This design comes from an exercise in tuning for small area, a short achievable clock period and few clock cycles on the open sky130 flow, not from production work. The RTL was checked by simulation tests, not by an equivalence proof against the original design.

Design pitch_mapper, start of the top module:
module pitch_mapper (
    input  wire        clk,
    input  wire        rst,
    input  wire        cmd_valid,
    output wire        cmd_ready,
    input  wire [63:0] cmd_data,
    output reg         rsp_valid,
    input  wire        rsp_ready,
    output wire [63:0] rsp_data,
    output wire [95:0] freq_out,     
    output reg  [2:0]  freq_set,
    output wire [47:0] duty_out,     
    output reg  [2:0]  duty_set
);
    localparam NE = 4;
    localparam SE = 16;
    localparam KI = 3;
    localparam NI = 4;
    localparam SI = 2 * KI * NI;
    localparam [5:0] OP_MAPQ = 6'h01, OP_MAPI = 6'h02, OP_ENVQ  = 6'h04,
                     OP_TICK = 6'h08, OP_SETP = 6'h10, OP_APPLY = 6'h11,
                     OP_RDPS = 6'h12, OP_RDPA = 6'h13, OP_RDCH  = 6'h20,
                     OP_RDCAL = 6'h21, OP_RDNOTE = 6'h22;
    localparam [1:0] ST_OK = 2'd0, ST_ILLEGAL = 2'd1, ST_BAD_CH = 2'd2, ST_BAD_IDX = 2'd3;
    localparam [2:0] PH_IDLE = 3'd0, PH_ATTACK = 3'd1, PH_DECAY = 3'd2,
                     PH_SUSTAIN = 3'd3, PH_RELEASE = 3'd4;
    localparam [15:0] GATE_TH = 16'd983;
    localparam [1:0] S_IDLE = 2'd0, S_DEC = 2'd1, S_RUN = 2'd2, S_RSP = 2'd3;
    reg [1:0] state;
    reg [2:0]  gate, offv, fvalid;
    reg [31:0] ts    [0:2];
    reg [31:0] freq  [0:2];
    reg [15:0] dutyr [0:2];
    reg [15:0] stg_ml, stg_dc, stg_at, stg_de, stg_su, stg_re;
    reg        stg_sm;
    reg [15:0] act_ml, act_dc, act_at, act_de, act_su, act_re;
    reg        act_sm;
    reg [16:0] act_atde;             
    assign freq_out = {freq[2], freq[1], freq[0]};
    assign duty_out = {dutyr[2], dutyr[1], dutyr[0]};
    assign cmd_ready = !rst && (state == S_IDLE);
    wire [5:0]  in_op = cmd_data[63:58];
    wire [1:0]  in_ch = cmd_data[57:56];
    reg  [31:0] in_ts;
    reg         in_gate;
    always @* begin
        case (in_ch)
            2'd0:    begin in_ts = ts[0]; in_gate = gate[0]; end
            2'd1:    begin in_ts = ts[1]; in_gate = gate[1]; end
            2'd2:    begin in_ts = ts[2]; in_gate = gate[2]; end
            default: begin in_ts = 32'd0; in_gate = 1'b0;   end
        endcase
    end
    wire in_tick  = (in_op == OP_TICK);
    wire in_gopen = cmd_data[47:32] >= GATE_TH;
    wire in_rise  = in_tick & in_gopen & ~in_gate;
  ...
For scale: ~12000 cells after synthesis, ~940 flip-flops, ~0.094 sq mm of cells after synthesis.
clock: 20.0 ns
lec_check: 0
cap_margin: 20
core_margin: 2
core_utilization: 40
slew_margin: 20
run.sh (not shown) runs the stock make flow with config.mk's settings and CLKGATE_MAP_FILE= SYNTH_SCRIPT=/design/flow/synth_recipe.tcl, a recipe that flattens the netlist after the stock synthesis.
Testbench counts at the start, summed over its fixed seeds: cycles 23,676.
Then changed:
--- a/flow/design.v
+++ b/flow/design.v
@@ -848,21 +848,20 @@
                 3'd3: rd_data = freq_ch;
                 3'd4: rd_data = {16'd0, duty_ch};
                 default: ;
             endcase
             OP_RDCAL:  rd_data = {16'd0, cal_val};
             OP_RDNOTE: rd_data = note_val;
             default: ;
         endcase
     end
-    reg  [31:0] r_rd;                
-    wire [31:0] rsp_d = ({32{r_sel[0]}} & r_rd) |
-                        ({32{r_sel[1]}} & {amp, duty_r}) |
+    wire [31:0] rsp_d = ({32{r_sel[0]}} & rd_data) |
+                        ({32{r_sel[1]}} & {amp, duty_ch}) |
                         ({32{r_sel[2]}} & {16'd0, amp}) |
                         ({32{r_sel[3]}} & iqn[31:0]);
     assign rsp_data = {op, ch, r_st, r_ph, r_deg, r_sat, r_bnd, r_fall, r_rise, r_gt,
                        r_idx, 8'd0, rsp_d};
     wire commit = (state == S_DEC && dec_done) || finish;
     wire [15:0] duty_c = (state == S_DEC) ? 16'd0 : duty_nx;
     wire [31:0] mapf_c = (state == S_DEC) ? {6'd0, m_hz, 16'd0} : mapf_nx;
     integer k;
     always @(posedge clk) begin
@@ -969,19 +968,18 @@
                     r_ph   <= 3'd0;
                     r_deg  <= 1'b0;
                     r_sat  <= 1'b0;
                     r_bnd  <= 1'b0;
                     r_fall <= 1'b0;
                     r_rise <= 1'b0;
                     r_gt   <= 1'b0;
                     r_idx  <= 5'd0;
                     r_sel  <= 4'd0;
-                    r_rd   <= rd_data;
                     if (status == ST_OK) begin
                         if (is_tick || is_envq) begin
                             r_ph <= ph_n;
                             if (!env_zero) es <= (ph_n == PH_DECAY) ? ES_MUL :
                                                  (ph_n == PH_SUSTAIN) ? ES_FIX : ES_DIV0;
                         end
                         if (int_go) is <= IS_MUL;
                         if (map_on) begin
                             r_deg <= deg_n;
- critical path depth stays the same
- hold slack degrades by 0.029 ns
- fmax rose by about 3.7%
- design area came out lower by about 1.7%
- setup slack is better by 0.39 ns
- non-clock buffer count went up by 24
- register-to-register slack gains 0.39 ns
- routed wire length increases by about 3.7%
- via count is lower by 1.4%
- core utilization is higher by 0.23 points
- clock skew rises by 0.033 ns
- final cell count falls by 2.1%
Testbench counts after the change, summed over its fixed seeds: cycles 23,676.

port drivers added, routing unchanged:
No port has a modelled driver above. Below, the same layouts with a new extraction and two added sets of constraints. Step 1 assumes that a clkbuf_16 drives the clock port and a buf_2 every other input. Step 2 times the ports against the registers' clock, not the clock port: input delays grow and output delays shrink by t, the midpoint of the rising clock arrivals with the driver on. Three values: ideal ports, drivers, drivers and shift; two values: the first two.
run	t (ns)	setup WS [ns]	worst hold slack (ns)	worst setup path at the end
the first run	0.891	9.050 / 9.050 / 9.050	0.460 / 0.460 / 0.460	register to register
the second run	0.901	9.440 / 9.440 / 9.440	0.431 / 0.431 / 0.431	register to register
After both steps setup and hold are still met in every run listed.
